Source: an optimization exercise on an open RTL-to-GDS flow (aim: small area, a short achievable clock period and few clock cycles). Production flows keep margins and buffers that such runs may drop.
The RTL was checked by simulation tests, not by an equivalence proof against the original design.

**flow/config.mk**
```make
export PLATFORM = sky130hd
export DESIGN_NAME = pxe_core
export DESIGN_NICKNAME = pxe_core
export VERILOG_FILES = /design/flow/design.v
export SDC_FILE = /design/flow/constraint.sdc
export NUM_CORES = 4
export LEC_CHECK = 0
export ABC_AREA = 1
export CAP_MARGIN = 0
export CORE_MARGIN = 2
export CORE_UTILIZATION = 40
export SETUP_SLACK_MARGIN = 4.0
export SLEW_MARGIN = 0
```
**flow/constraint.sdc**
```tcl
create_clock -name core_clock -period 9.0 [get_ports {clk}]
set_input_delay 1.8000 -clock core_clock [delete_from_list [all_inputs] [get_ports {clk}]]
set_output_delay 1.8000 -clock core_clock [all_outputs]
set_load 0.01 [all_outputs]
```
**flow/design.v**
```verilog
module pxe_core (
    input  wire        clk,
    input  wire        rst,
    input  wire        cmd_valid,
    output wire        cmd_ready,
    input  wire [4:0]  cmd_op,
    input  wire [31:0] cmd_key,
    input  wire [15:0] cmd_height,
    input  wire [15:0] cmd_width,
    input  wire        in_valid,
    output wire        in_ready,
    input  wire [23:0] in_data,
    output wire        out_valid,
    input  wire        out_ready,
    output wire [23:0] out_data,
    output wire        mem_ren_a,
    output wire [9:0]  mem_raddr_a,
    input  wire [31:0] mem_rdata_a,
    output wire        mem_ren_b,
    output wire [9:0]  mem_raddr_b,
    input  wire [31:0] mem_rdata_b,
    output wire        mem_we,
    output wire [9:0]  mem_waddr,
    output wire [31:0] mem_wdata
);
    localparam [1:0] S_IDLE   = 2'd0,
                     S_RESEED = 2'd1,    
                     S_DRAW   = 2'd2,
                     S_MATH   = 2'd3;
    localparam [1:0] P_J1  = 2'd0,    
                     P_J2  = 2'd1,    
                     P_SMP = 2'd2;    
    reg [1:0]  state;
    reg        shuf;        
    reg        dec;
    reg [31:0] x;           
    reg [9:0]  cnt;         
    reg [9:0]  ra;          
    reg [9:0]  wk;          
    reg        msb;         
    reg        blk1;        
    reg        regen;       
    reg        d_valid;     
    reg        w_valid;     
    reg [7:0]  w8;          
    reg [15:0] wid, col, row;    
    reg [1:0]  phase;
    reg [1:0]  cp0, cp1, cp2;    
    reg [1:0]  bsel;        
    reg [23:0] out_reg;
    reg        out_v;
    wire [31:0] x_mix = x ^ {30'd0, x[31:30]};
    wire [31:0] x_inv = ~x_mix;
    wire cs_s1 = 1'b1 ^ cnt[0] ^ x_mix[0];
    wire cs_c2 = (1'b1 & cnt[0]) | (1'b1 & x_mix[0]) | (cnt[0] & x_mix[0]);
    wire cs_s3 = cnt[1] ^ x_mix[1];
    wire cs_c4 = cnt[1] & x_mix[1];
    wire cs_s5 = cnt[2] ^ x_mix[2] ^ x_mix[0];
    wire cs_c6 = (cnt[2] & x_mix[2]) | (cnt[2] & x_mix[0]) | (x_mix[2] & x_mix[0]);
    wire cs_s7 = cnt[3] ^ x_mix[3] ^ x_mix[1];
    wire cs_c8 = (cnt[3] & x_mix[3]) | (cnt[3] & x_mix[1]) | (x_mix[3] & x_mix[1]);
    wire cs_s9 = cnt[4] ^ x_mix[4] ^ x_mix[2];
    wire cs_c10 = (cnt[4] & x_mix[4]) | (cnt[4] & x_mix[2]) | (x_mix[4] & x_mix[2]);
    wire cs_s11 = 1'b1 ^ cnt[5] ^ x_mix[5];
    wire cs_c12 = (1'b1 & cnt[5]) | (1'b1 & x_mix[5]) | (cnt[5] & x_mix[5]);
    wire cs_s13 = x_mix[3] ^ x_inv[0];
    wire cs_c14 = x_mix[3] & x_inv[0];
    wire cs_s15 = cnt[6] ^ x_mix[6] ^ x_mix[4];
    wire cs_c16 = (cnt[6] & x_mix[6]) | (cnt[6] & x_mix[4]) | (x_mix[6] & x_mix[4]);
    wire cs_s17 = 1'b1 ^ cnt[7] ^ x_mix[7];
    wire cs_c18 = (1'b1 & cnt[7]) | (1'b1 & x_mix[7]) | (cnt[7] & x_mix[7]);
    wire cs_s19 = x_mix[5] ^ x_inv[2] ^ x_inv[0];
    wire cs_c20 = (x_mix[5] & x_inv[2]) | (x_mix[5] & x_inv[0]) | (x_inv[2] & x_inv[0]);
    wire cs_s21 = cnt[8] ^ x_mix[8] ^ x_mix[6];
    wire cs_c22 = (cnt[8] & x_mix[8]) | (cnt[8] & x_mix[6]) | (x_mix[8] & x_mix[6]);
    wire cs_s23 = x_inv[3] ^ x_inv[1];
    wire cs_c24 = x_inv[3] & x_inv[1];
    wire cs_s25 = cnt[9] ^ x_mix[9] ^ x_mix[7];
    wire cs_c26 = (cnt[9] & x_mix[9]) | (cnt[9] & x_mix[7]) | (x_mix[9] & x_mix[7]);
    wire cs_s27 = x_mix[0] ^ x_inv[4] ^ x_inv[2];
    wire cs_c28 = (x_mix[0] & x_inv[4]) | (x_mix[0] & x_inv[2]) | (x_inv[4] & x_inv[2]);
    wire cs_s29 = x_mix[10] ^ x_mix[8] ^ x_mix[1];
    wire cs_c30 = (x_mix[10] & x_mix[8]) | (x_mix[10] & x_mix[1]) | (x_mix[8] & x_mix[1]);
    wire cs_s31 = x_inv[5] ^ x_inv[3];
    wire cs_c32 = x_inv[5] & x_inv[3];
    wire cs_s33 = x_mix[11] ^ x_mix[9] ^ x_mix[2];
    wire cs_c34 = (x_mix[11] & x_mix[9]) | (x_mix[11] & x_mix[2]) | (x_mix[9] & x_mix[2]);
    wire cs_s35 = x_mix[0] ^ x_inv[6] ^ x_inv[4];
    wire cs_c36 = (x_mix[0] & x_inv[6]) | (x_mix[0] & x_inv[4]) | (x_inv[6] & x_inv[4]);
    wire cs_s37 = x_mix[12] ^ x_mix[10] ^ x_mix[3];
    wire cs_c38 = (x_mix[12] & x_mix[10]) | (x_mix[12] & x_mix[3]) | (x_mix[10] & x_mix[3]);
    wire cs_s39 = x_mix[1] ^ x_inv[7] ^ x_inv[5];
    wire cs_c40 = (x_mix[1] & x_inv[7]) | (x_mix[1] & x_inv[5]) | (x_inv[7] & x_inv[5]);
    wire cs_s41 = x_mix[13] ^ x_mix[11] ^ x_mix[4];
    wire cs_c42 = (x_mix[13] & x_mix[11]) | (x_mix[13] & x_mix[4]) | (x_mix[11] & x_mix[4]);
    wire cs_s43 = x_mix[2] ^ x_inv[8] ^ x_inv[6];
    wire cs_c44 = (x_mix[2] & x_inv[8]) | (x_mix[2] & x_inv[6]) | (x_inv[8] & x_inv[6]);
    wire cs_s45 = x_mix[14] ^ x_mix[12] ^ x_mix[5];
    wire cs_c46 = (x_mix[14] & x_mix[12]) | (x_mix[14] & x_mix[5]) | (x_mix[12] & x_mix[5]);
    wire cs_s47 = x_mix[3] ^ x_inv[9] ^ x_inv[7];
    wire cs_c48 = (x_mix[3] & x_inv[9]) | (x_mix[3] & x_inv[7]) | (x_inv[9] & x_inv[7]);
    wire cs_s49 = 1'b1 ^ x_mix[15] ^ x_mix[13];
    wire cs_c50 = (1'b1 & x_mix[15]) | (1'b1 & x_mix[13]) | (x_mix[15] & x_mix[13]);
    wire cs_s51 = x_mix[6] ^ x_mix[4] ^ x_inv[10];
    wire cs_c52 = (x_mix[6] & x_mix[4]) | (x_mix[6] & x_inv[10]) | (x_mix[4] & x_inv[10]);
    wire cs_s53 = x_inv[8] ^ x_inv[0];
    wire cs_c54 = x_inv[8] & x_inv[0];
    wire cs_s55 = x_mix[16] ^ x_mix[14] ^ x_mix[7];
    wire cs_c56 = (x_mix[16] & x_mix[14]) | (x_mix[16] & x_mix[7]) | (x_mix[14] & x_mix[7]);
    wire cs_s57 = x_mix[5] ^ x_inv[11] ^ x_inv[9];
    wire cs_c58 = (x_mix[5] & x_inv[11]) | (x_mix[5] & x_inv[9]) | (x_inv[11] & x_inv[9]);
    wire cs_s59 = x_mix[17] ^ x_mix[15] ^ x_mix[8];
    wire cs_c60 = (x_mix[17] & x_mix[15]) | (x_mix[17] & x_mix[8]) | (x_mix[15] & x_mix[8]);
    wire cs_s61 = x_mix[6] ^ x_inv[12] ^ x_inv[10];
    wire cs_c62 = (x_mix[6] & x_inv[12]) | (x_mix[6] & x_inv[10]) | (x_inv[12] & x_inv[10]);
    wire cs_s63 = x_mix[18] ^ x_mix[16] ^ x_mix[9];
    wire cs_c64 = (x_mix[18] & x_mix[16]) | (x_mix[18] & x_mix[9]) | (x_mix[16] & x_mix[9]);
    wire cs_s65 = x_mix[7] ^ x_inv[13] ^ x_inv[11];
    wire cs_c66 = (x_mix[7] & x_inv[13]) | (x_mix[7] & x_inv[11]) | (x_inv[13] & x_inv[11]);
    wire cs_s67 = x_mix[19] ^ x_mix[17] ^ x_mix[10];
    wire cs_c68 = (x_mix[19] & x_mix[17]) | (x_mix[19] & x_mix[10]) | (x_mix[17] & x_mix[10]);
    wire cs_s69 = x_mix[8] ^ x_mix[0] ^ x_inv[14];
    wire cs_c70 = (x_mix[8] & x_mix[0]) | (x_mix[8] & x_inv[14]) | (x_mix[0] & x_inv[14]);
    wire cs_s71 = x_inv[12] ^ x_inv[4];
    wire cs_c72 = x_inv[12] & x_inv[4];
    wire cs_s73 = x_mix[20] ^ x_mix[18] ^ x_mix[11];
    wire cs_c74 = (x_mix[20] & x_mix[18]) | (x_mix[20] & x_mix[11]) | (x_mix[18] & x_mix[11]);
    wire cs_s75 = x_mix[9] ^ x_mix[1] ^ x_inv[15];
    wire cs_c76 = (x_mix[9] & x_mix[1]) | (x_mix[9] & x_inv[15]) | (x_mix[1] & x_inv[15]);
    wire cs_s77 = x_inv[13] ^ x_inv[5];
    wire cs_c78 = x_inv[13] & x_inv[5];
    wire cs_s79 = x_mix[21] ^ x_mix[19] ^ x_mix[12];
    wire cs_c80 = (x_mix[21] & x_mix[19]) | (x_mix[21] & x_mix[12]) | (x_mix[19] & x_mix[12]);
    wire cs_s81 = x_mix[10] ^ x_mix[2] ^ x_inv[16];
    wire cs_c82 = (x_mix[10] & x_mix[2]) | (x_mix[10] & x_inv[16]) | (x_mix[2] & x_inv[16]);
    wire cs_s83 = x_inv[14] ^ x_inv[6];
    wire cs_c84 = x_inv[14] & x_inv[6];
    wire cs_s85 = x_mix[22] ^ x_mix[20] ^ x_mix[13];
    wire cs_c86 = (x_mix[22] & x_mix[20]) | (x_mix[22] & x_mix[13]) | (x_mix[20] & x_mix[13]);
    wire cs_s87 = x_mix[11] ^ x_mix[3] ^ x_inv[17];
    wire cs_c88 = (x_mix[11] & x_mix[3]) | (x_mix[11] & x_inv[17]) | (x_mix[3] & x_inv[17]);
    wire cs_s89 = x_inv[15] ^ x_inv[7];
    wire cs_c90 = x_inv[15] & x_inv[7];
    wire cs_s91 = x_mix[23] ^ x_mix[21] ^ x_mix[14];
    wire cs_c92 = (x_mix[23] & x_mix[21]) | (x_mix[23] & x_mix[14]) | (x_mix[21] & x_mix[14]);
    wire cs_s93 = x_mix[12] ^ x_mix[4] ^ x_inv[18];
    wire cs_c94 = (x_mix[12] & x_mix[4]) | (x_mix[12] & x_inv[18]) | (x_mix[4] & x_inv[18]);
    wire cs_s95 = x_inv[16] ^ x_inv[8];
    wire cs_c96 = x_inv[16] & x_inv[8];
    wire cs_s97 = x_mix[24] ^ x_mix[22] ^ x_mix[15];
    wire cs_c98 = (x_mix[24] & x_mix[22]) | (x_mix[24] & x_mix[15]) | (x_mix[22] & x_mix[15]);
    wire cs_s99 = x_mix[13] ^ x_mix[5] ^ x_inv[19];
    wire cs_c100 = (x_mix[13] & x_mix[5]) | (x_mix[13] & x_inv[19]) | (x_mix[5] & x_inv[19]);
    wire cs_s101 = x_inv[17] ^ x_inv[9];
    wire cs_c102 = x_inv[17] & x_inv[9];
    wire cs_s103 = x_mix[25] ^ x_mix[23] ^ x_mix[16];
    wire cs_c104 = (x_mix[25] & x_mix[23]) | (x_mix[25] & x_mix[16]) | (x_mix[23] & x_mix[16]);
    wire cs_s105 = x_mix[14] ^ x_mix[6] ^ x_inv[20];
    wire cs_c106 = (x_mix[14] & x_mix[6]) | (x_mix[14] & x_inv[20]) | (x_mix[6] & x_inv[20]);
    wire cs_s107 = x_inv[18] ^ x_inv[10];
    wire cs_c108 = x_inv[18] & x_inv[10];
    wire cs_s109 = 1'b1 ^ x_mix[26] ^ x_mix[24];
    wire cs_c110 = (1'b1 & x_mix[26]) | (1'b1 & x_mix[24]) | (x_mix[26] & x_mix[24]);
    wire cs_s111 = x_mix[17] ^ x_mix[15] ^ x_mix[7];
    wire cs_c112 = (x_mix[17] & x_mix[15]) | (x_mix[17] & x_mix[7]) | (x_mix[15] & x_mix[7]);
    wire cs_s113 = x_inv[21] ^ x_inv[19] ^ x_inv[11];
    wire cs_c114 = (x_inv[21] & x_inv[19]) | (x_inv[21] & x_inv[11]) | (x_inv[19] & x_inv[11]);
    wire cs_s115 = x_mix[27] ^ x_mix[25] ^ x_mix[18];
    wire cs_c116 = (x_mix[27] & x_mix[25]) | (x_mix[27] & x_mix[18]) | (x_mix[25] & x_mix[18]);
    wire cs_s117 = x_mix[16] ^ x_mix[8] ^ x_inv[22];
    wire cs_c118 = (x_mix[16] & x_mix[8]) | (x_mix[16] & x_inv[22]) | (x_mix[8] & x_inv[22]);
    wire cs_s119 = x_inv[20] ^ x_inv[12] ^ x_inv[1];
    wire cs_c120 = (x_inv[20] & x_inv[12]) | (x_inv[20] & x_inv[1]) | (x_inv[12] & x_inv[1]);
    wire cs_s121 = 1'b1 ^ x_mix[28] ^ x_mix[26];
    wire cs_c122 = (1'b1 & x_mix[28]) | (1'b1 & x_mix[26]) | (x_mix[28] & x_mix[26]);
    wire cs_s123 = x_mix[19] ^ x_mix[17] ^ x_mix[9];
    wire cs_c124 = (x_mix[19] & x_mix[17]) | (x_mix[19] & x_mix[9]) | (x_mix[17] & x_mix[9]);
    wire cs_s125 = x_inv[23] ^ x_inv[21] ^ x_inv[13];
    wire cs_c126 = (x_inv[23] & x_inv[21]) | (x_inv[23] & x_inv[13]) | (x_inv[21] & x_inv[13]);
    wire cs_s127 = x_inv[2] ^ x_inv[0];
    wire cs_c128 = x_inv[2] & x_inv[0];
    wire cs_s129 = x_mix[29] ^ x_mix[27] ^ x_mix[20];
    wire cs_c130 = (x_mix[29] & x_mix[27]) | (x_mix[29] & x_mix[20]) | (x_mix[27] & x_mix[20]);
    wire cs_s131 = x_mix[18] ^ x_mix[10] ^ x_inv[24];
    wire cs_c132 = (x_mix[18] & x_mix[10]) | (x_mix[18] & x_inv[24]) | (x_mix[10] & x_inv[24]);
    wire cs_s133 = x_inv[22] ^ x_inv[14] ^ x_inv[3];
    wire cs_c134 = (x_inv[22] & x_inv[14]) | (x_inv[22] & x_inv[3]) | (x_inv[14] & x_inv[3]);
    wire cs_s135 = x_mix[30] ^ x_mix[28] ^ x_mix[21];
    wire cs_c136 = (x_mix[30] & x_mix[28]) | (x_mix[30] & x_mix[21]) | (x_mix[28] & x_mix[21]);
    wire cs_s137 = x_mix[19] ^ x_mix[11] ^ x_inv[25];
    wire cs_c138 = (x_mix[19] & x_mix[11]) | (x_mix[19] & x_inv[25]) | (x_mix[11] & x_inv[25]);
    wire cs_s139 = x_inv[23] ^ x_inv[15] ^ x_inv[4];
    wire cs_c140 = (x_inv[23] & x_inv[15]) | (x_inv[23] & x_inv[4]) | (x_inv[15] & x_inv[4]);
    wire cs_s141 = x_mix[31] ^ x_mix[29] ^ x_mix[22];
    wire cs_s143 = x_mix[20] ^ x_mix[12] ^ x_mix[0];
    wire cs_s145 = x_inv[26] ^ x_inv[24] ^ x_inv[16];
    wire cs_s147 = x_inv[5] ^ x_inv[3];
    wire cs_s149 = cs_c10 ^ cs_s13 ^ cs_s11;
    wire cs_c150 = (cs_c10 & cs_s13) | (cs_c10 & cs_s11) | (cs_s13 & cs_s11);
    wire cs_s151 = x_inv[1] ^ cs_c14 ^ cs_c12;
    wire cs_c152 = (x_inv[1] & cs_c14) | (x_inv[1] & cs_c12) | (cs_c14 & cs_c12);
    wire cs_s153 = cs_c16 ^ cs_s17 ^ cs_s19;
    wire cs_c154 = (cs_c16 & cs_s17) | (cs_c16 & cs_s19) | (cs_s17 & cs_s19);
    wire cs_s155 = cs_c18 ^ cs_s23 ^ cs_c20;
    wire cs_c156 = (cs_c18 & cs_s23) | (cs_c18 & cs_c20) | (cs_s23 & cs_c20);
    wire cs_s157 = cs_c24 ^ cs_c22 ^ cs_s25;
    wire cs_c158 = (cs_c24 & cs_c22) | (cs_c24 & cs_s25) | (cs_c22 & cs_s25);
    wire cs_s159 = cs_c26 ^ cs_s31 ^ cs_c28;
    wire cs_c160 = (cs_c26 & cs_s31) | (cs_c26 & cs_c28) | (cs_s31 & cs_c28);
    wire cs_s161 = cs_c32 ^ cs_c30 ^ cs_s33;
    wire cs_c162 = (cs_c32 & cs_c30) | (cs_c32 & cs_s33) | (cs_c30 & cs_s33);
    wire cs_s163 = cs_c34 ^ cs_c36 ^ cs_s37;
    wire cs_c164 = (cs_c34 & cs_c36) | (cs_c34 & cs_s37) | (cs_c36 & cs_s37);
    wire cs_s165 = cs_c38 ^ cs_c40 ^ cs_s41;
    wire cs_c166 = (cs_c38 & cs_c40) | (cs_c38 & cs_s41) | (cs_c40 & cs_s41);
    wire cs_s167 = cs_c42 ^ cs_c44 ^ cs_s45;
    wire cs_c168 = (cs_c42 & cs_c44) | (cs_c42 & cs_s45) | (cs_c44 & cs_s45);
    wire cs_s169 = cs_c46 ^ cs_s53 ^ cs_c48;
    wire cs_c170 = (cs_c46 & cs_s53) | (cs_c46 & cs_c48) | (cs_s53 & cs_c48);
    wire cs_s171 = cs_s49 ^ cs_s51;
    wire cs_c172 = cs_s49 & cs_s51;
    wire cs_s173 = x_inv[1] ^ cs_c54 ^ cs_c50;
    wire cs_c174 = (x_inv[1] & cs_c54) | (x_inv[1] & cs_c50) | (cs_c54 & cs_c50);
    wire cs_s175 = cs_c52 ^ cs_s55 ^ cs_s57;
    wire cs_c176 = (cs_c52 & cs_s55) | (cs_c52 & cs_s57) | (cs_s55 & cs_s57);
    wire cs_s177 = x_inv[2] ^ cs_c56 ^ cs_c58;
    wire cs_c178 = (x_inv[2] & cs_c56) | (x_inv[2] & cs_c58) | (cs_c56 & cs_c58);
    wire cs_s179 = cs_s59 ^ cs_s61;
    wire cs_c180 = cs_s59 & cs_s61;
    wire cs_s181 = x_inv[3] ^ cs_c60 ^ cs_c62;
    wire cs_c182 = (x_inv[3] & cs_c60) | (x_inv[3] & cs_c62) | (cs_c60 & cs_c62);
    wire cs_s183 = cs_s63 ^ cs_s65;
    wire cs_c184 = cs_s63 & cs_s65;
    wire cs_s185 = cs_c64 ^ cs_s71 ^ cs_c66;
    wire cs_c186 = (cs_c64 & cs_s71) | (cs_c64 & cs_c66) | (cs_s71 & cs_c66);
    wire cs_s187 = cs_s67 ^ cs_s69;
    wire cs_c188 = cs_s67 & cs_s69;
    wire cs_s189 = cs_c72 ^ cs_c68 ^ cs_s77;
    wire cs_c190 = (cs_c72 & cs_c68) | (cs_c72 & cs_s77) | (cs_c68 & cs_s77);
    wire cs_s191 = cs_c70 ^ cs_s73 ^ cs_s75;
    wire cs_c192 = (cs_c70 & cs_s73) | (cs_c70 & cs_s75) | (cs_s73 & cs_s75);
    wire cs_s193 = cs_c78 ^ cs_c74 ^ cs_s83;
    wire cs_c194 = (cs_c78 & cs_c74) | (cs_c78 & cs_s83) | (cs_c74 & cs_s83);
    wire cs_s195 = cs_c76 ^ cs_s79 ^ cs_s81;
    wire cs_c196 = (cs_c76 & cs_s79) | (cs_c76 & cs_s81) | (cs_s79 & cs_s81);
    wire cs_s197 = cs_c84 ^ cs_c80 ^ cs_s89;
    wire cs_c198 = (cs_c84 & cs_c80) | (cs_c84 & cs_s89) | (cs_c80 & cs_s89);
    wire cs_s199 = cs_c82 ^ cs_s85 ^ cs_s87;
    wire cs_c200 = (cs_c82 & cs_s85) | (cs_c82 & cs_s87) | (cs_s85 & cs_s87);
    wire cs_s201 = cs_c90 ^ cs_c86 ^ cs_s95;
    wire cs_c202 = (cs_c90 & cs_c86) | (cs_c90 & cs_s95) | (cs_c86 & cs_s95);
    wire cs_s203 = cs_c88 ^ cs_s91 ^ cs_s93;
    wire cs_c204 = (cs_c88 & cs_s91) | (cs_c88 & cs_s93) | (cs_s91 & cs_s93);
    wire cs_s205 = cs_c96 ^ cs_c92 ^ cs_s101;
    wire cs_c206 = (cs_c96 & cs_c92) | (cs_c96 & cs_s101) | (cs_c92 & cs_s101);
    wire cs_s207 = cs_c94 ^ cs_s97 ^ cs_s99;
    wire cs_c208 = (cs_c94 & cs_s97) | (cs_c94 & cs_s99) | (cs_s97 & cs_s99);
    wire cs_s209 = cs_c102 ^ cs_c98 ^ cs_s107;
    wire cs_c210 = (cs_c102 & cs_c98) | (cs_c102 & cs_s107) | (cs_c98 & cs_s107);
    wire cs_s211 = cs_c100 ^ cs_s103 ^ cs_s105;
    wire cs_c212 = (cs_c100 & cs_s103) | (cs_c100 & cs_s105) | (cs_s103 & cs_s105);
    wire cs_s213 = x_inv[0] ^ cs_c108 ^ cs_c104;
    wire cs_c214 = (x_inv[0] & cs_c108) | (x_inv[0] & cs_c104) | (cs_c108 & cs_c104);
    wire cs_s215 = cs_c106 ^ cs_s109 ^ cs_s111;
    wire cs_c216 = (cs_c106 & cs_s109) | (cs_c106 & cs_s111) | (cs_s109 & cs_s111);
    wire cs_s217 = cs_c110 ^ cs_c112 ^ cs_c114;
    wire cs_c218 = (cs_c110 & cs_c112) | (cs_c110 & cs_c114) | (cs_c112 & cs_c114);
    wire cs_s219 = cs_s115 ^ cs_s117 ^ cs_s119;
    wire cs_c220 = (cs_s115 & cs_s117) | (cs_s115 & cs_s119) | (cs_s117 & cs_s119);
    wire cs_s221 = cs_c116 ^ cs_s127 ^ cs_c118;
    wire cs_c222 = (cs_c116 & cs_s127) | (cs_c116 & cs_c118) | (cs_s127 & cs_c118);
    wire cs_s223 = cs_c120 ^ cs_s121 ^ cs_s123;
    wire cs_c224 = (cs_c120 & cs_s121) | (cs_c120 & cs_s123) | (cs_s121 & cs_s123);
    wire cs_s225 = x_inv[1] ^ cs_c128 ^ cs_c122;
    wire cs_c226 = (x_inv[1] & cs_c128) | (x_inv[1] & cs_c122) | (cs_c128 & cs_c122);
    wire cs_s227 = cs_c124 ^ cs_c126 ^ cs_s129;
    wire cs_c228 = (cs_c124 & cs_c126) | (cs_c124 & cs_s129) | (cs_c126 & cs_s129);
    wire cs_s229 = cs_s131 ^ cs_s133;
    wire cs_c230 = cs_s131 & cs_s133;
    wire cs_s231 = x_inv[2] ^ cs_c130 ^ cs_c132;
    wire cs_c232 = (x_inv[2] & cs_c130) | (x_inv[2] & cs_c132) | (cs_c130 & cs_c132);
    wire cs_s233 = cs_c134 ^ cs_s135 ^ cs_s137;
    wire cs_c234 = (cs_c134 & cs_s135) | (cs_c134 & cs_s137) | (cs_s135 & cs_s137);
    wire cs_s235 = cs_c136 ^ cs_s147 ^ cs_c138;
    wire cs_s237 = cs_c140 ^ cs_s141 ^ cs_s143;
    wire cs_s239 = cs_s15 ^ cs_s151 ^ cs_c150;
    wire cs_c240 = (cs_s15 & cs_s151) | (cs_s15 & cs_c150) | (cs_s151 & cs_c150);
    wire cs_s241 = cs_c152 ^ cs_s153;
    wire cs_c242 = cs_c152 & cs_s153;
    wire cs_s243 = cs_s21 ^ cs_c154 ^ cs_s155;
    wire cs_c244 = (cs_s21 & cs_c154) | (cs_s21 & cs_s155) | (cs_c154 & cs_s155);
    wire cs_s245 = cs_s27 ^ cs_c156 ^ cs_s157;
    wire cs_c246 = (cs_s27 & cs_c156) | (cs_s27 & cs_s157) | (cs_c156 & cs_s157);
    wire cs_s247 = cs_s29 ^ cs_c158 ^ cs_s159;
    wire cs_c248 = (cs_s29 & cs_c158) | (cs_s29 & cs_s159) | (cs_c158 & cs_s159);
    wire cs_s249 = cs_s35 ^ cs_c160 ^ cs_s161;
    wire cs_c250 = (cs_s35 & cs_c160) | (cs_s35 & cs_s161) | (cs_c160 & cs_s161);
    wire cs_s251 = cs_s39 ^ cs_c162 ^ cs_s163;
    wire cs_c252 = (cs_s39 & cs_c162) | (cs_s39 & cs_s163) | (cs_c162 & cs_s163);
    wire cs_s253 = cs_s43 ^ cs_c164 ^ cs_s165;
    wire cs_c254 = (cs_s43 & cs_c164) | (cs_s43 & cs_s165) | (cs_c164 & cs_s165);
    wire cs_s255 = cs_s47 ^ cs_c166 ^ cs_s167;
    wire cs_c256 = (cs_s47 & cs_c166) | (cs_s47 & cs_s167) | (cs_c166 & cs_s167);
    wire cs_s257 = cs_s171 ^ cs_c168 ^ cs_s169;
    wire cs_c258 = (cs_s171 & cs_c168) | (cs_s171 & cs_s169) | (cs_c168 & cs_s169);
    wire cs_s259 = cs_c172 ^ cs_s173 ^ cs_c170;
    wire cs_c260 = (cs_c172 & cs_s173) | (cs_c172 & cs_c170) | (cs_s173 & cs_c170);
    wire cs_s261 = cs_c174 ^ cs_s179 ^ cs_c176;
    wire cs_c262 = (cs_c174 & cs_s179) | (cs_c174 & cs_c176) | (cs_s179 & cs_c176);
    wire cs_s263 = cs_c180 ^ cs_s183 ^ cs_c178;
    wire cs_c264 = (cs_c180 & cs_s183) | (cs_c180 & cs_c178) | (cs_s183 & cs_c178);
    wire cs_s265 = cs_c184 ^ cs_s187 ^ cs_c182;
    wire cs_c266 = (cs_c184 & cs_s187) | (cs_c184 & cs_c182) | (cs_s187 & cs_c182);
    wire cs_s267 = cs_c188 ^ cs_s189 ^ cs_c186;
    wire cs_c268 = (cs_c188 & cs_s189) | (cs_c188 & cs_c186) | (cs_s189 & cs_c186);
    wire cs_s269 = cs_c190 ^ cs_s193 ^ cs_c192;
    wire cs_c270 = (cs_c190 & cs_s193) | (cs_c190 & cs_c192) | (cs_s193 & cs_c192);
    wire cs_s271 = cs_c194 ^ cs_s197 ^ cs_c196;
    wire cs_c272 = (cs_c194 & cs_s197) | (cs_c194 & cs_c196) | (cs_s197 & cs_c196);
    wire cs_s273 = cs_c198 ^ cs_s201 ^ cs_c200;
    wire cs_c274 = (cs_c198 & cs_s201) | (cs_c198 & cs_c200) | (cs_s201 & cs_c200);
    wire cs_s275 = cs_c202 ^ cs_s205 ^ cs_c204;
    wire cs_c276 = (cs_c202 & cs_s205) | (cs_c202 & cs_c204) | (cs_s205 & cs_c204);
    wire cs_s277 = cs_c206 ^ cs_s209 ^ cs_c208;
    wire cs_c278 = (cs_c206 & cs_s209) | (cs_c206 & cs_c208) | (cs_s209 & cs_c208);
    wire cs_s279 = cs_s113 ^ cs_c210 ^ cs_s213;
    wire cs_c280 = (cs_s113 & cs_c210) | (cs_s113 & cs_s213) | (cs_c210 & cs_s213);
    wire cs_s281 = cs_c212 ^ cs_s215;
    wire cs_c282 = cs_c212 & cs_s215;
    wire cs_s283 = cs_c214 ^ cs_c216 ^ cs_s217;
    wire cs_c284 = (cs_c214 & cs_c216) | (cs_c214 & cs_s217) | (cs_c216 & cs_s217);
    wire cs_s285 = cs_s125 ^ cs_c218 ^ cs_c220;
    wire cs_c286 = (cs_s125 & cs_c218) | (cs_s125 & cs_c220) | (cs_c218 & cs_c220);
    wire cs_s287 = cs_s221 ^ cs_s223;
    wire cs_c288 = cs_s221 & cs_s223;
    wire cs_s289 = cs_s225 ^ cs_s229 ^ cs_c222;
    wire cs_c290 = (cs_s225 & cs_s229) | (cs_s225 & cs_c222) | (cs_s229 & cs_c222);
    wire cs_s291 = cs_c224 ^ cs_s227;
    wire cs_c292 = cs_c224 & cs_s227;
    wire cs_s293 = cs_s139 ^ cs_c226 ^ cs_c230;
    wire cs_c294 = (cs_s139 & cs_c226) | (cs_s139 & cs_c230) | (cs_c226 & cs_c230);
    wire cs_s295 = cs_c228 ^ cs_s231 ^ cs_s233;
    wire cs_c296 = (cs_c228 & cs_s231) | (cs_c228 & cs_s233) | (cs_s231 & cs_s233);
    wire cs_s297 = cs_s145 ^ cs_c232 ^ cs_c234;
    wire cs_s299 = cs_s235 ^ cs_s237;
    wire cs_s301 = cs_s175 ^ cs_c258 ^ cs_s259;
    wire cs_c302 = (cs_s175 & cs_c258) | (cs_s175 & cs_s259) | (cs_c258 & cs_s259);
    wire cs_s303 = cs_s177 ^ cs_c260 ^ cs_s261;
    wire cs_c304 = (cs_s177 & cs_c260) | (cs_s177 & cs_s261) | (cs_c260 & cs_s261);
    wire cs_s305 = cs_s181 ^ cs_c262 ^ cs_s263;
    wire cs_c306 = (cs_s181 & cs_c262) | (cs_s181 & cs_s263) | (cs_c262 & cs_s263);
    wire cs_s307 = cs_s185 ^ cs_c264 ^ cs_s265;
    wire cs_c308 = (cs_s185 & cs_c264) | (cs_s185 & cs_s265) | (cs_c264 & cs_s265);
    wire cs_s309 = cs_s191 ^ cs_c266 ^ cs_s267;
    wire cs_c310 = (cs_s191 & cs_c266) | (cs_s191 & cs_s267) | (cs_c266 & cs_s267);
    wire cs_s311 = cs_s195 ^ cs_c268 ^ cs_s269;
    wire cs_c312 = (cs_s195 & cs_c268) | (cs_s195 & cs_s269) | (cs_c268 & cs_s269);
    wire cs_s313 = cs_s199 ^ cs_c270 ^ cs_s271;
    wire cs_c314 = (cs_s199 & cs_c270) | (cs_s199 & cs_s271) | (cs_c270 & cs_s271);
    wire cs_s315 = cs_s203 ^ cs_c272 ^ cs_s273;
    wire cs_c316 = (cs_s203 & cs_c272) | (cs_s203 & cs_s273) | (cs_c272 & cs_s273);
    wire cs_s317 = cs_s207 ^ cs_c274 ^ cs_s275;
    wire cs_c318 = (cs_s207 & cs_c274) | (cs_s207 & cs_s275) | (cs_c274 & cs_s275);
    wire cs_s319 = cs_s211 ^ cs_c276 ^ cs_s277;
    wire cs_c320 = (cs_s211 & cs_c276) | (cs_s211 & cs_s277) | (cs_c276 & cs_s277);
    wire cs_s321 = cs_s281 ^ cs_s279 ^ cs_c278;
    wire cs_c322 = (cs_s281 & cs_s279) | (cs_s281 & cs_c278) | (cs_s279 & cs_c278);
    wire cs_s323 = cs_s219 ^ cs_c282 ^ cs_c280;
    wire cs_c324 = (cs_s219 & cs_c282) | (cs_s219 & cs_c280) | (cs_c282 & cs_c280);
    wire cs_s325 = cs_s287 ^ cs_c284 ^ cs_s285;
    wire cs_c326 = (cs_s287 & cs_c284) | (cs_s287 & cs_s285) | (cs_c284 & cs_s285);
    wire cs_s327 = cs_c288 ^ cs_s291 ^ cs_c286;
    wire cs_c328 = (cs_c288 & cs_s291) | (cs_c288 & cs_c286) | (cs_s291 & cs_c286);
    wire cs_s329 = cs_c292 ^ cs_c290 ^ cs_s293;
    wire cs_c330 = (cs_c292 & cs_c290) | (cs_c292 & cs_s293) | (cs_c290 & cs_s293);
    wire cs_s331 = cs_c294 ^ cs_s299 ^ cs_c296;
    wire cs_s333 = cs_s283 ^ cs_c322 ^ cs_s323;
    wire cs_c334 = (cs_s283 & cs_c322) | (cs_s283 & cs_s323) | (cs_c322 & cs_s323);
    wire cs_s335 = cs_c324 ^ cs_s325;
    wire cs_c336 = cs_c324 & cs_s325;
    wire cs_s337 = cs_s289 ^ cs_c326 ^ cs_s327;
    wire cs_c338 = (cs_s289 & cs_c326) | (cs_s289 & cs_s327) | (cs_c326 & cs_s327);
    wire cs_s339 = cs_s295 ^ cs_c328 ^ cs_s329;
    wire cs_c340 = (cs_s295 & cs_c328) | (cs_s295 & cs_s329) | (cs_c328 & cs_s329);
    wire cs_s341 = cs_s297 ^ cs_c330 ^ cs_s331;
    wire [31:0] ms_a = {cs_c340, cs_c338, cs_c336, cs_c334, cs_s333, cs_c320, cs_c318, cs_c316, cs_c314, cs_c312, cs_c310, cs_c308, cs_c306, cs_c304, cs_c302, cs_s301, cs_c256, cs_c254, cs_c252, cs_c250, cs_c248, cs_c246, cs_c244, cs_c242, cs_c240, cs_s239, cs_s149, cs_c8, cs_c6, cs_c4, cs_s3, cs_s1};
    wire [31:0] ms_b = {cs_s341, cs_s339, cs_s337, cs_s335, 1'b0, cs_s321, cs_s319, cs_s317, cs_s315, cs_s313, cs_s311, cs_s309, cs_s307, cs_s305, cs_s303, 1'b0, cs_s257, cs_s255, cs_s253, cs_s251, cs_s249, cs_s247, cs_s245, cs_s243, cs_s241, 1'b0, 1'b0, cs_s9, cs_s7, cs_s5, cs_c2, 1'b0};
    wire [31:0] x_next = ms_a + ms_b;
    wire        in_rs = (state == S_RESEED);
    wire [9:0]  rb = (ra >= 10'd228) ? ra - 10'd228 : ra + 10'd396;
    wire        raw  = in_rs && (cnt <= 10'd396);
    wire [31:0] op_a = regen ? x : (raw ? 32'd0 : mem_rdata_a);
    wire [31:0] op_b = in_rs ? x : mem_rdata_b;
    wire [31:0] tw   = op_b ^ {1'b0, msb && !raw, op_a[30:1]}
                       ^ (op_a[0] ? 32'h9908B0DF : 32'h0);
    function [31:0] temper;
        input [31:0] v;
        reg [31:0] t;
        begin
            t = v ^ (v >> 11);
            t = t ^ ((t << 7)  & 32'h9D2C5680);
            t = t ^ ((t << 15) & 32'hEFC60000);
            t = t ^ (t >> 18);
            temper = t;
        end
    endfunction
    wire [31:0] word = temper(tw);
    function [7:0] sel_byte;
        input [23:0] p;
        input [1:0]  k;
        begin
            case (k)
                2'd0:    sel_byte = p[7:0];
                2'd1:    sel_byte = p[15:8];
                default: sel_byte = p[23:16];
            endcase
        end
    endfunction
    wire [1:0] cp_b  = (bsel == 2'd0) ? cp0 : (bsel == 2'd1) ? cp1 : cp2;
    wire [1:0] src   = (shuf && !dec) ? cp_b : bsel;    
    wire [1:0] dst   = (shuf && dec)  ? cp_b : bsel;    
    wire [7:0] s_in  = sel_byte(in_data, src);
    wire        acc_nz  = (w8[6:0] <= 7'd99);
    wire [7:0]  s_inv   = s_in ^ {8{dec}};
    wire [9:0]  sum     = {2'b00, s_inv} + {3'b000, w8[6:0]} - 10'd50;
    wire [7:0]  clipped = (sum[9] ? 8'd0 : (sum[8] ? 8'd255 : sum[7:0])) ^ {8{dec}};
    wire [7:0]  res     = shuf ? clipped : (s_in ^ w8);
    wire [7:0]  k8  = x[7:0];
    wire [7:0]  mka = dec ? ~k8 : 8'd0;
    wire [7:0]  mkc = dec ? 8'hFF : k8;
    wire [7:0]  m_r0 = ((in_data[7:0]   ^ mka) + k8) ^ mkc;
    wire [7:0]  m_r1 = ((in_data[15:8]  ^ mka) + k8) ^ mkc;
    wire [7:0]  m_r2 = ((in_data[23:16] ^ mka) + k8) ^ mkc;
    wire out_free = !out_v || out_ready;
    wire in_draw  = (state == S_DRAW);
    wire in_math  = (state == S_MATH);
    wire smp_word = !shuf || (phase == P_SMP && acc_nz);
    wire consume  = w_valid && (!smp_word || (in_valid && out_free));
    wire put      = w_valid && smp_word && in_valid && out_free;    
    wire advance  = d_valid && (!w_valid || consume);
    wire room     = !d_valid || advance;
    wire last_col = (col == 16'd1);
    wire last_pix = last_col && (row == 16'd1);
    wire pix_done = (put && bsel == 2'd2) || (in_math && in_valid && out_free);
    wire reload   = d_valid && blk1 && (wk == 10'd395);
    wire issue    = !(pix_done && last_pix) && room && !reload &&
                    ((in_rs && cnt >= 10'd396) || in_draw);
    wire step     = in_rs ? (cnt < 10'd396 || (cnt == 10'd396 ? issue : advance))
                          : (regen && (cnt == 10'd396 || advance));
    wire [15:0] cr_dec = (last_col ? row : col) - 16'd1;
    assign cmd_ready = (state == S_IDLE);
    assign in_ready  = (w_valid && smp_word && bsel == 2'd2 && out_free) ||
                       (in_math && out_free);
    assign out_valid = out_v;
    assign out_data  = out_reg;
    assign mem_ren_a   = issue;
    assign mem_raddr_a = ra;
    assign mem_ren_b   = issue;
    assign mem_raddr_b = rb;
    assign mem_we      = raw || d_valid;
    assign mem_waddr   = wk;
    assign mem_wdata   = tw;
    always @(posedge clk) begin
        if (rst) begin
            state   <= S_IDLE;
            d_valid <= 1'b0;
            w_valid <= 1'b0;
            out_v   <= 1'b0;
        end else begin
            if (out_ready)
                out_v <= 1'b0;
            if (pix_done)
                out_v <= 1'b1;
            if (advance) begin
                msb <= op_a[31];
                w8  <= word[7:0];
                wk  <= (wk == 10'd623) ? 10'd0 : wk + 10'd1;
                if (wk == 10'd623)
                    blk1 <= 1'b0;
                if (wk == 10'd622)
                    regen <= 1'b0;
            end
            if (step) begin
                x   <= x_next;
                cnt <= cnt + 10'd1;
            end
            d_valid <= issue || (d_valid && !advance);
            if (issue)
                ra <= (ra == 10'd623) ? 10'd0 : ra + 10'd1;
            w_valid <= advance || (w_valid && !consume);
            if (consume && shuf) begin
                case (phase)
                    P_J1: begin
                        if (w8[1:0] != 2'd3) begin
                            cp0   <= w8[1:0];    
                            phase <= P_J2;
                        end
                    end
                    P_J2: begin
                        case ({cp0, w8[0]})
                            3'b000: begin cp0 <= 2'd1; cp1 <= 2'd2; cp2 <= 2'd0; end
                            3'b001: begin cp0 <= 2'd2; cp1 <= 2'd1; cp2 <= 2'd0; end
                            3'b010: begin cp0 <= 2'd2; cp1 <= 2'd0; cp2 <= 2'd1; end
                            3'b011: begin cp0 <= 2'd0; cp1 <= 2'd2; cp2 <= 2'd1; end
                            3'b100: begin cp0 <= 2'd1; cp1 <= 2'd0; cp2 <= 2'd2; end
                            default: begin cp0 <= 2'd0; cp1 <= 2'd1; cp2 <= 2'd2; end
                        endcase
                        phase <= P_SMP;
                    end
                    default: ;
                endcase
            end
            if (put) begin
                case (dst)
                    2'd0:    out_reg[7:0]   <= res;
                    2'd1:    out_reg[15:8]  <= res;
                    default: out_reg[23:16] <= res;
                endcase
                bsel <= (bsel == 2'd2) ? 2'd0 : bsel + 2'd1;
            end
            case (state)
                S_IDLE: begin
                    if (cmd_valid) begin
                        shuf   <= cmd_op[2];
                        dec    <= cmd_op[4];
                        x      <= cmd_key;
                        cnt    <= 10'd0;
                        ra     <= 10'd1;
                        wk     <= 10'd0;
                        blk1   <= 1'b1;
                        regen  <= 1'b0;
                        phase  <= P_J1;
                        bsel   <= 2'd0;
                        wid    <= cmd_width;
                        col    <= cmd_width;
                        row    <= cmd_height;
                        if (cmd_height == 16'd0 || cmd_width == 16'd0)
                            state <= S_IDLE;
                        else if (cmd_op[1])
                            state <= S_MATH;
                        else
                            state <= S_RESEED;
                    end
                end
                S_RESEED: begin
                    if (cnt == 10'd0)
                        msb <= x[31];
                    if (raw && step)
                        wk <= (cnt == 10'd396) ? 10'd0 : cnt + 10'd1;
                    if (cnt == 10'd623 && advance)
                        state <= S_DRAW;
                end
                S_DRAW: begin
                    if (reload && advance) begin
                        x     <= mem_rdata_a;
                        cnt   <= 10'd396;
                        regen <= 1'b1;
                    end
                end
                S_MATH: begin
                    if (pix_done)
                        out_reg <= {m_r2, m_r1, m_r0};
                end
                default: state <= S_IDLE;
            endcase
            if (pix_done) begin
                if (last_pix) begin
                    state   <= S_IDLE;
                    d_valid <= 1'b0;
                    w_valid <= 1'b0;
                end else if (last_col) begin
                    col <= wid;
                    row <= cr_dec;
                end else begin
                    col <= cr_dec;
                end
            end
        end
    end
endmodule
```
**flow/run.sh**
```bash
#!/bin/bash
# synth_recipe.tcl (not shown) runs the flow's synth.tcl, then flattens the netlist and writes it again
# the make line also repeats each setting of config.mk as NAME=value (left out here)
make -C /OpenROAD-flow-scripts/flow DESIGN_CONFIG=/design/flow/config.mk WORK_HOME=/design/flow/orfs CLKGATE_MAP_FILE= SYNTH_SCRIPT=/design/flow/synth_recipe.tcl finish
```
==> flow_metrics.env, run 1 <==
export IMPL_synthArstFlopShare=0
export IMPL_path_buf_inv=2
export IMPL_worstSetupStartpointType="input pin"
export IMPL_syn_inst=2560
export IMPL_cts_root_buffer="clkbuf_16"
export IMPL_hpwlAfterDp_um=54500
export IMPL_critical_path_slowest_cell="clkdlybuf4s50_1"
export IMPL_clk_pin_slew_ns=0.08
export IMPL_ios=254
export IMPL_gp_congestion=0.952
export IMPL_drive_above_1_share=0.136
export IMPL_grt_use_met3=0.0464
export IMPL_tns_ns=0
export IMPL_overflow=0
export IMPL_cts_hold_fix_buffers=0
export IMPL_grt_util_met2=0.472
export IMPL_ys_ff_latch=162
export IMPL_die_area_sq_mm=0.0498
export IMPL_avgRoutedWirePerCell_um=20.7
export IMPL_required_ns=7.20
export IMPL_grt_usage=0.291
export IMPL_outcome="no timing/DRC/antenna violations"
export IMPL_ant_nets=0
export IMPL_final_core_util=0.510
export IMPL_avgViaCountPerCell=5.47
export IMPL_drv_slew=0
export IMPL_core_area_sq_mm=0.0475
export IMPL_layout_nets=3259
export IMPL_period_needed_ns=5.01
export IMPL_critPathMaxStageDelay_ns=0.42
export IMPL_syn_nets=2942
export IMPL_slew_headroom=0.0552
export IMPL_cp_max_fo=2
export IMPL_ys_seq_area_frac=0.251
export IMPL_setup_viol=0
export IMPL_htree_levels=4
export IMPL_yosys_warnings=1
export IMPL_route_detailed_drc=0
export IMPL_initial_core_util=0.404
export IMPL_largest_reg_flops=32
export IMPL_maxCapViolations=0
export IMPL_wirelength_um=72600
export IMPL_die_height_um=223
export IMPL_end_kind="output port"
export IMPL_vias=19200
export IMPL_synth_edf_count=157
export IMPL_rows=80
export IMPL_port_buffers=251
export IMPL_syn_avg_cell_area_sq_um=7.51
export IMPL_cts_path_max_buffers=2
export IMPL_numCtsBuffers=17
export IMPL_finalClockSkew_ns=0.0215
export IMPL_clock_sinks=162
export IMPL_criticalPathCategory="in2out"
export IMPL_syn_area_sq_mm=0.0192
export IMPL_grtUsageMet1=0.382
export IMPL_grt_setup_unrepaired="true"
export IMPL_synth_distinct_cells=60
export IMPL_cts_tree="done"
export IMPL_min_path_type="reg2reg"
export IMPL_grt_pass1_wl_um=109000
export IMPL_final_hold_violation_count=0
export IMPL_path_cells="clkdlybuf4s50_1, or2_2, o21ai_2, xnor2_2, clkdlybuf4s15_1"
export IMPL_arrival_ns=3.21
export IMPL_top_usage_layer="met2"
export IMPL_period_share=0.557
export IMPL_max_slew_worst_pin_slew_ns=1.42
export IMPL_die_x_um=223
export IMPL_area_growth_pct=26.2
export IMPL_drt_iter0_drc=1792
export IMPL_synthFlopType="edfxtp_1"
export IMPL_grt_max_degree=67
export IMPL_max_freq_mhz=199
export IMPL_antenna_found_initial=1
export IMPL_cp_top_family="buffers and inverters"
export IMPL_clk_latency_ns=0.50
export IMPL_detail_route_first_pass_iterations=5
export IMPL_grt_pass1_vias=18500
==> kinds of logic after synthesis <==
family / Yosys count / synth area share
simple gates: 1053 / 0.242
xor+xnor: 137 / 0.0664
flops: 162 / 0.251
buf+inv: 517 / 0.107
compound gates: 467 / 0.137
fa+ha+maj: 220 / 0.196
mux: 4 / 0.00208
==> cell type report <==
type                       instances  area [sq um]
fill                            4536         23300
multi-input combinational       1882         12900
sequential                       162          4810
timing repair buffer             374          3510
inverter                         440          1710
tap                              615           769
clock buffer                      18           429
clock inverter                    13           148
antenna                            1          2.50
==> layer usage <==
metal,vias to the layer above,part of all wire
met5,-,0
met4,0,0.048
met3,176,0.078
met2,904,0.46
met1,9125,0.41
li1,8973,-
==> cells in the final DEF (no fill, tap or decap), drive strengths merged, types with 3 or more instances in the layout <==
cell / n
nand2: 567
inv: 434
o21ai: 219
nand3: 203
clkdlybuf4s50: 195
nor2: 185
edfxtp: 157
a21oi: 155
fa: 134
buf: 133
ha: 86
xor2: 81
xnor2: 56
nor3: 29
clkbuf: 24
or2: 23
a22oi: 22
nand4: 22
o211ai: 18
dlymetal6s2s: 16
dlygate4sd2: 15
clkinvlp: 14
nor4: 14
a211oi: 10
o221ai: 10
a31oi: 7
clkdlybuf4s15: 7
nand3b: 6
a21boi: 6
dfxtp: 5
a21o: 4
o22ai: 4
mux2i: 4
o21bai: 4
o21a: 3
clkinv: 3
==> tightest hold or removal path, cell delays in order, from the launching register on <==
cell and delay, ns:
edfxtp_1 0.32, nand2_1 0.05, o211ai_1 0.07
==> repair_timing <==
action                     CTS  global route
gates cloned                 2             1
resized for setup          135           147
setup endpoints to repair   77            66
buffers inserted            65            35
pin swaps                   24            35
==> cell usage after synthesis (all sizes together), types with 2 or more instances <==
| master | number | area, sq um |
|---|---|---|
| a31oi | 7 | 43.8 |
| o211ai | 18 | 140 |
| or2 | 23 | 144 |
| clkbuf | 37 | 139 |
| o21a | 3 | 22.5 |
| fa | 134 | 2680 |
| nor4 | 14 | 87.6 |
| a21boi | 6 | 45.0 |
| edfxtp | 157 | 4710 |
| or4 | 2 | 15.0 |
| o21ai | 219 | 1130 |
| o22ai | 4 | 25.0 |
| dfxtp | 5 | 100 |
| nand2 | 566 | 2190 |
| nand3b | 6 | 45.0 |
| nand3 | 203 | 1100 |
| nor3 | 29 | 171 |
| o31ai | 2 | 15.0 |
| clkinv | 2 | 7.51 |
| mux2i | 4 | 40.0 |
| nor2 | 185 | 732 |
| a211oi | 10 | 80.1 |
| inv | 438 | 1640 |
| and2 | 2 | 12.5 |
| o221ai | 10 | 93.8 |
| a21oi | 155 | 780 |
| nand4 | 22 | 144 |
| a21o | 4 | 30.0 |
| a22oi | 22 | 165 |
| xnor2 | 56 | 528 |
| buf | 40 | 262 |
| xor2 | 81 | 747 |
| o21bai | 4 | 30.0 |
| ha | 86 | 1080 |
==> worst paths after layout <==
path / depth (start not counted) / startpoint / slack [ns] / end
setup reg to reg: 19 / x[11]$_DFFE_PN_ / 4.13 / x[31]$_DFFE_PN_
hold / removal: 2 / wid[8]$_DFFE_PP_ / 0.56 / col[8]$_DFFE_PN_
hold reg to reg: 2 / wid[8]$_DFFE_PP_ / 0.56 / col[8]$_DFFE_PN_
setup / recovery: 5 / mem_rdata_b[9] / 3.99 / mem_wdata[9]
==> stage by stage <==
stage	instances	hold WS, ns	instance area [sq um]	setup slack (ns)
2_1_floorplan	2560	0.497	19200	4.05
3_3_place_gp	3370	0.541	22300	2.55
3_5_place_dp	3370	0.539	22300	2.51
4_1_cts	3468	0.558	23600	3.86
5_1_grt	3505	0.595	24200	3.97
6_report	3505	0.556	24200	3.99
Testbench counts, summed over its fixed seeds: cycles 57,653.
==> inputs of run 2 (changes only) <==
--- a/flow/config.mk
+++ b/flow/config.mk
@@ -6,8 +6,8 @@
 export NUM_CORES = 4
 export LEC_CHECK = 0
 export ABC_AREA = 1
-export CAP_MARGIN = 0
+export CAP_MARGIN = 20
 export CORE_MARGIN = 2
 export CORE_UTILIZATION = 40
 export SETUP_SLACK_MARGIN = 4.0
-export SLEW_MARGIN = 0
+export SLEW_MARGIN = 20
==> flow_metrics.env, run 2 <==
export IMPL_die_x_um=223
export IMPL_area_growth_pct=26.2
export IMPL_core_area_sq_mm=0.0475
export IMPL_synthTopCellsByArea="edfxtp_1 25%, fa_1 14%, nand2_1 11%"
export IMPL_final_hold_violation_count=0
export IMPL_period_needed_ns=5.00
export IMPL_die_area_sq_mm=0.0498
export IMPL_r2r_cells=19
export IMPL_cts_hold_fix_buffers=0
export IMPL_antenna_found_initial=1
export IMPL_final_cell_mix="522 x nand2_1, 404 x inv_1, 197 x clkdlybuf4s50_1"
export IMPL_initial_core_util=0.404
export IMPL_end_kind="output port"
export IMPL_syn_area_sq_mm=0.0192
export IMPL_syn_inst=2560
export IMPL_grt_setup_unrepaired="true"
export IMPL_required_ns=7.20
export IMPL_ys_ff_latch=162
export IMPL_ant_nets=0
export IMPL_finalClockSkew_ns=0.0214
export IMPL_detail_route_first_pass_iterations=6
export IMPL_cts_tree="done"
export IMPL_seqCellArea_sq_mm=0.00481
export IMPL_criticalPathCategory="in2out"
export IMPL_top_layer_used="met4"
export IMPL_setup_ws_ns=4.00
export IMPL_max_slew_worst_pin_slew_ns=0.842
export IMPL_vias=19100
export IMPL_wirelength_um=72500
export IMPL_arrival_ns=3.20
export IMPL_cts_root_buffer="clkbuf_16"
export IMPL_largest_reg_flops=32
export IMPL_outcome="no timing/DRC/antenna violations"
export IMPL_port_buffers=251
export IMPL_pre_cts_slack_ns=2.51
export IMPL_syn_nets=2942
export IMPL_hpwlAfterDp_um=54500
export IMPL_synth_top_area_share=0.245
export IMPL_min_path_type="reg2reg"
export IMPL_worstSetupStartpointType="input pin"
export IMPL_syn_avg_cell_area_sq_um=7.51
export IMPL_route_met2_wl_um=33600
export IMPL_r2r_end="x[31]$_DFFE_PN_"
export IMPL_multi_input_area_sq_mm=0.0129
export IMPL_grt_max_degree=67
export IMPL_setup_viol=0
export IMPL_cts_path_max_buffers=2
export IMPL_cp_max_fo=2
export IMPL_slew_headroom=0.439
export IMPL_synth_distinct_cells=60
export IMPL_numCtsBuffers=17
export IMPL_tns_ns=0
export IMPL_ys_seq_area_frac=0.251
export IMPL_synthArstFlopShare=0
export IMPL_overflow=0
export IMPL_avgViaCountPerCell=5.46
export IMPL_layout_nets=3259
export IMPL_synth_area_leader_cell="edfxtp_1"
export IMPL_synthFlopType="edfxtp_1"
export IMPL_clk_latency_ns=0.50
export IMPL_final_common_cell="nand2_1"
export IMPL_drv_slew=0
export IMPL_max_freq_mhz=200
export IMPL_drt_iter0_drc=1684
export IMPL_avgRoutedWirePerCell_um=20.7
export IMPL_rows=80
export IMPL_gp_congestion=0.952
export IMPL_ios=254
export IMPL_fill_cells=4543
export IMPL_holdPathStages=2
export IMPL_yosys_warnings=1
export IMPL_path_cells="clkdlybuf4s50_1, or2_2, o21ai_2, xnor2_2, clkdlybuf4s15_1"
export IMPL_wl_met3_um=5740
export IMPL_period_share=0.556
export IMPL_clock_sinks=162
export IMPL_htree_levels=4
export IMPL_holdCritStartpoint="wid[8]$_DFFE_PP_"
export IMPL_drive_above_1_share=0.136
export IMPL_path_buf_inv=2
export IMPL_timing_rr_start="x[11]$_DFFE_PN_"
export IMPL_critPathMaxStageDelay_ns=0.43
export IMPL_die_height_um=223
export IMPL_route_detailed_drc=0
export IMPL_min_to="col[8]$_DFFE_PN_"
export IMPL_grt_pass1_wl_um=109000
export IMPL_worst_r2r_setup_slack_ns=4.13
export IMPL_synth_commonest_cells="543 x nand2_1, 421 x inv_1, 196 x o21ai_0, 186 x nand3_1, 176 x nor2_1"
export IMPL_grt_pass1_vias=18500
export IMPL_cp_top_family="buffers and inverters"
export IMPL_yosys_cell_count_top_type="nand2_1"
export IMPL_maxCapViolations=0
export IMPL_synth_edf_count=157
export IMPL_clk_pin_slew_ns=0.08
export IMPL_grt_usage=0.291
export IMPL_m1WireLength_um=29900
export IMPL_critical_path_slowest_cell="clkdlybuf4s50_1"
==> run 2: cell counts after synthesis <==
Identical to the previous run, type by type.
==> run 2: timing repair <==
item | in CTS | in global routing
pin swaps | 24 | 29
gates resized for setup | 135 | 141
setup buffers | 65 | 34
setup endpoints to repair | 77 | 65
gates cloned | 2 | 1
==> run 2: layout make-up <==
cell class,count,area share
Tap cell,615,0.0317
Sequential cell,162,0.198
Antenna cell,1,0.000103
Clock buffer,18,0.0177
Clock inverter,13,0.00609
Inverter,440,0.0704
Multi-Input combinational cell,1882,0.531
Timing Repair Buffer,374,0.145
==> run 2: worst max-delay path by stage <==
stage	depth (start not counted)	start	slack (ns)	endpoint
after CTS	6	mem_rdata_b[24]	3.86	mem_wdata[24]
final	5	mem_rdata_b[9]	4.00	mem_wdata[9]
after detailed placement	10	out_ready	2.51	mem_ren_b
after floorplan	20	x[1]$_DFFE_PN_	4.05	x[31]$_DFFE_PN_
after global routing	22	x[11]$_DFFE_PN_	3.97	x[24]$_DFFE_PN_
after global placement	10	out_ready	2.55	mem_ren_b
==> run 2: tightest hold or removal path: cells and delay by family, from the launching register on <==
family             cells  cell delay [ns]
DFF                    1             0.32
and+or+nand+nor        1             0.05
AOI/OAI and AO/OA      1             0.07
==> run 2: logic make-up (layout without fill, tap and decap cells) <==
| kind of cell | Yosys count | count (layout) | share of synthesized area |
|---|---|---|---|
| other cells | 0 | 1 | 0 |
| buf+inv | 517 | 845 | 0.107 |
| flops | 162 | 162 | 0.251 |
| mux | 4 | 4 | 0.00208 |
| fa+ha+maj | 220 | 220 | 0.196 |
| simple gates | 1053 | 1054 | 0.242 |
| compound gates | 467 | 467 | 0.137 |
| xor+xnor | 137 | 137 | 0.0664 |
==> run 2: through the flow <==
| step | cell area (sq um) | utilization | instances | hold slack (ns) |
|---|---|---|---|---|
| global placement | 22300 | 0.468 | 3370 | 0.541 |
| CTS | 23600 | 0.496 | 3468 | 0.558 |
| global route | 24300 | 0.510 | 3505 | 0.595 |
| detailed placement | 22300 | 0.468 | 3370 | 0.539 |
| floorplan | 19200 | - | 2560 | 0.497 |
| finish | 24300 | 0.510 | 3505 | 0.563 |
==> run 2: layer usage <==
metal | track usage | up-vias
li1 | - | 8967
met1 | 0.382 | 9136
met2 | 0.472 | 872
met3 | 0.0464 | 163
met4 | 0.136 | 0
met5 | 0 | -
==> inputs of run 3 (changes only) <==
--- a/flow/design.v
+++ b/flow/design.v
@@ -36,7 +36,6 @@
     reg [31:0] x;           
     reg [9:0]  cnt;         
     reg [9:0]  ra;          
-    reg [9:0]  wk;          
     reg        msb;         
     reg        blk1;        
     reg        regen;       
@@ -442,7 +441,7 @@
     wire last_col = (col == 16'd1);
     wire last_pix = last_col && (row == 16'd1);
     wire pix_done = (put && bsel == 2'd2) || (in_math && in_valid && out_free);
-    wire reload   = d_valid && blk1 && (wk == 10'd395);
+    wire reload   = d_valid && blk1 && (ra == 10'd397);
     wire issue    = !(pix_done && last_pix) && room && !reload &&
                     ((in_rs && cnt >= 10'd396) || in_draw);
     wire step     = in_rs ? (cnt < 10'd396 || (cnt == 10'd396 ? issue : advance))
@@ -458,7 +457,7 @@
     assign mem_ren_b   = issue;
     assign mem_raddr_b = rb;
     assign mem_we      = raw || d_valid;
-    assign mem_waddr   = wk;
+    assign mem_waddr   = raw ? cnt : (ra >= 10'd2 ? ra - 10'd2 : ra + 10'd622);
     assign mem_wdata   = tw;
     always @(posedge clk) begin
         if (rst) begin
@@ -474,10 +473,9 @@
             if (advance) begin
                 msb <= op_a[31];
                 w8  <= word[7:0];
-                wk  <= (wk == 10'd623) ? 10'd0 : wk + 10'd1;
-                if (wk == 10'd623)
+                if (ra == 10'd1)         
                     blk1 <= 1'b0;
-                if (wk == 10'd622)
+                if (ra == 10'd0)         
                     regen <= 1'b0;
             end
             if (step) begin
@@ -526,7 +524,6 @@
                         x      <= cmd_key;
                         cnt    <= 10'd0;
                         ra     <= 10'd1;
-                        wk     <= 10'd0;
                         blk1   <= 1'b1;
                         regen  <= 1'b0;
                         phase  <= P_J1;
@@ -545,8 +542,6 @@
                 S_RESEED: begin
                     if (cnt == 10'd0)
                         msb <= x[31];
-                    if (raw && step)
-                        wk <= (cnt == 10'd396) ? 10'd0 : cnt + 10'd1;
                     if (cnt == 10'd623 && advance)
                         state <= S_DRAW;
                 end
==> flow_metrics.env, run 3 <==
export IMPL_outcome="no timing/DRC/antenna violations"
export IMPL_synth_edf_count=147
export IMPL_final_cell_mix="494 x nand2_1, 407 x inv_1, 199 x clkdlybuf4s50_1"
export IMPL_ant_nets=0
export IMPL_r2r_end="x[25]$_DFFE_PN_"
export IMPL_detail_route_first_pass_iterations=7
export IMPL_die_height_um=220
export IMPL_critPathMaxStageDelay_ns=0.48
export IMPL_finalClockSkew_ns=0.0171
export IMPL_cp_top_family="buffers and inverters"
export IMPL_startpoint="mem_rdata_a[28]"
export IMPL_antenna_found_initial=1
export IMPL_layout_nets=3190
export IMPL_grt_pass1_wl_um=105000
export IMPL_grt_pass1_vias=17500
export IMPL_period_share=0.563
export IMPL_num_antenna_cells=0
export IMPL_slew_headroom=0.280
export IMPL_numCtsBuffers=17
export IMPL_synthFlopType="edfxtp_1"
export IMPL_period_needed_ns=5.07
export IMPL_tns_ns=0
export IMPL_fin_area_sq_mm=0.0238
export IMPL_cts_hold_fix_buffers=0
export IMPL_synthTopCellsByArea="edfxtp_1 24%, fa_1 14%, nand2_1 10%"
export IMPL_core_area_sq_mm=0.0463
export IMPL_syn_inst=2477
export IMPL_die_x_um=220
export IMPL_clk_latency_ns=0.49
export IMPL_synth_top_area_share=0.237
export IMPL_htree_levels=4
export IMPL_critical_path_slowest_cell="clkdlybuf4s50_1"
export IMPL_final_core_util=0.514
export IMPL_area_growth_pct=27.8
export IMPL_final_hold_violation_count=0
export IMPL_largest_reg_flops=32
export IMPL_grt_setup_unrepaired="true"
export IMPL_timing_rr_start="x[30]$_DFFE_PN_"
export IMPL_clock_sinks=152
export IMPL_setup_ws_ns=3.93
export IMPL_path_buf_inv=2
export IMPL_avgRoutedWirePerCell_um=21.1
export IMPL_criticalPathCategory="in2out"
export IMPL_final_common_cell="nand2_1"
export IMPL_max_freq_mhz=197
export IMPL_avgViaCountPerCell=5.48
export IMPL_max_slew_worst_pin_slew_ns=1.08
export IMPL_drt_iter0_drc=2116
export IMPL_critical_path_cell_count=6
export IMPL_ys_ff_latch=152
export IMPL_clk_pin_slew_ns=0.06
export IMPL_arrival_ns=3.27
export IMPL_syn_avg_cell_area_sq_um=7.51
export IMPL_cts_root_buffer="clkbuf_16"
export IMPL_cp_max_fo=2
export IMPL_worst_r2r_setup_slack_ns=4.11
export IMPL_holdCritStartpoint="wid[12]$_DFFE_PP_"
export IMPL_synth_commonest_cells="508 x nand2_1, 429 x inv_1, 185 x o21ai_0, 168 x nor2_1, 148 x nand3_1"
export IMPL_drv_slew=0
export IMPL_setup_viol=0
export IMPL_postPlaceCellArea_sq_mm=0.0216
export IMPL_synth_area_leader_cell="edfxtp_1"
export IMPL_yosys_cell_count_top_type="nand2_1"
export IMPL_path_cells="clkdlybuf4s50_1, nand3_1, o21ai_1, xor2_2, xor2_1, clkdlybuf4s15_2"
export IMPL_endpoint="mem_wdata[27]"
export IMPL_yosys_warnings=1
export IMPL_hpwlAfterDp_um=53100
export IMPL_die_area_sq_mm=0.0483
export IMPL_vias=18800
export IMPL_r2r_cells=22
export IMPL_synthArstFlopShare=0
export IMPL_pre_cts_slack_ns=2.54
export IMPL_maxCapViolations=0
export IMPL_gp_congestion=0.956
export IMPL_rows=79
export IMPL_overflow=0
export IMPL_cts_path_max_buffers=2
export IMPL_min_path_type="reg2reg"
export IMPL_route_detailed_drc=0
export IMPL_drive_above_1_share=0.131
export IMPL_port_buffers=251
export IMPL_worstSetupStartpointType="input pin"
export IMPL_required_ns=7.20
export IMPL_initial_core_util=0.402
export IMPL_ios=254
export IMPL_cts_tree="done"
export IMPL_end_kind="output port"
export IMPL_syn_area_sq_mm=0.0186
export IMPL_grt_max_degree=70
export IMPL_syn_nets=2862
export IMPL_ys_seq_area_frac=0.243
export IMPL_synth_distinct_cells=59
export IMPL_grt_usage=0.294
export IMPL_wirelength_um=72200
## run 3: cell types whose count changed after synthesis, sizes merged, moves of 8 or more
cell	before	now
a21oi	155	137
a31oi	7	15
edfxtp	157	147
inv	438	448
nand2	566	517
nand3	203	160
nand4	22	36
nor2	185	173
o211ai	18	32
o21ai	219	231
or2	23	9
xnor2	56	40
xor2	81	96
## run 3: cell type report
class / instances / area [sq um]
Fill cell: 4508 / 22500
Multi-Input combinational cell: 1794 / 12500
Sequential cell: 152 / 4510
Timing Repair Buffer: 388 / 3640
Inverter: 452 / 1770
Tap cell: 607 / 759
Clock buffer: 21 / 460
Clock inverter: 11 / 145
## run 3: worst min-delay path: stages (launching register included)
cell and delay, ns:
edfxtp_1 0.32, nand2_1 0.05, o221ai_1 0.05
## run 3: kinds of logic (layout without fill, tap and decap cells)
logic type,count (synthesis),count (layout),share of synthesized area
and+or+nand+nor,949,952,0.221
AOI/OAI and AO/OA,480,480,0.148
muxes,3,3,0.00161
buffers and inverters,534,872,0.115
adders and majority gates,223,223,0.204
xor gates and xnor gates,136,136,0.0677
DFF,152,152,0.243
## run 3: per-stage QoR
step | hold WS (ns) | std cells
after floorplan | 0.485 | 2477
after global placement | 0.513 | 3269
after detailed placement | 0.520 | 3269
after CTS | 0.536 | 3390
after global routing | 0.584 | 3425
final | 0.533 | 3425
## run 3: routing by layer
metal,wire length [um],vias to the layer above,global-route usage,part of all wire
li1,-,8752,-,-
met1,29700,8943,0.392,0.41
met2,32400,937,0.466,0.45
met3,6960,141,0.0596,0.096
met4,3070,2,0.120,0.043
met5,16,-,0,0.00022
## run 3: how the worst min path moves through the flow
stage                               endpoint  depth (start not counted)  slack (ns)
after global routing       col[12]$_DFFE_PN_                          2        0.58
after floorplan           w_valid$_SDFF_PP0_                          2        0.49
final                      col[12]$_DFFE_PN_                          2        0.53
after detailed placement   col[12]$_DFFE_PN_                          2        0.52
after global placement     col[12]$_DFFE_PN_                          2        0.51
after CTS                  col[12]$_DFFE_PN_                          2        0.54
## run 3: what timing repair did
item                       in CTS  in global routing
setup endpoints to repair      88                 70
gates resized for setup       137                102
pin swaps                      27                 23
setup buffers                  87                 33
cloned                          2                  2
Testbench counts of run 3, summed over its fixed seeds: cycles 57,653.

[afterwards: timing with drivers on the ports]
How much do the figures lean on ideal ports? The routed layouts below were timed once more, with nothing changed but the port constraints. Step 1 (the two cells are an assumption about what drives the block):
set clk [get_ports {clk}]
set_driving_cell -lib_cell sky130_fd_sc_hd__clkbuf_16 $clk
set_driving_cell -lib_cell sky130_fd_sc_hd__buf_2 [delete_from_list [all_inputs] $clk]
Step 2 adds t to the input delays and takes it off the output delays; t is the mean of the earliest and latest rising clock arrival at the registers after step 1. Input paths then give back, and output paths get back, about the clock's delay inside the block. Slacks: ideal ports / drivers / drivers and shift; pairs: ideal ports / drivers.
run | shift t [ns] | setup slack, ns | latest minus earliest clock arrival (ns) | worst data-port slew with drivers (ns)
run 1 | 0.539 | 3.986 / 3.962 / 3.695 | 0.021 / 0.022 | 0.11
run 2 | 0.545 | 4.000 / 3.976 / 3.664 | 0.021 / 0.022 | 0.10
run 3 | 0.540 | 3.934 / 3.896 / 3.555 | 0.019 / 0.019 | 0.07
After both steps setup and hold are still met in every run listed. The setup slack of run 3, which loses most, moves by -0.038 ns with the drivers and by -0.379 ns with both steps.
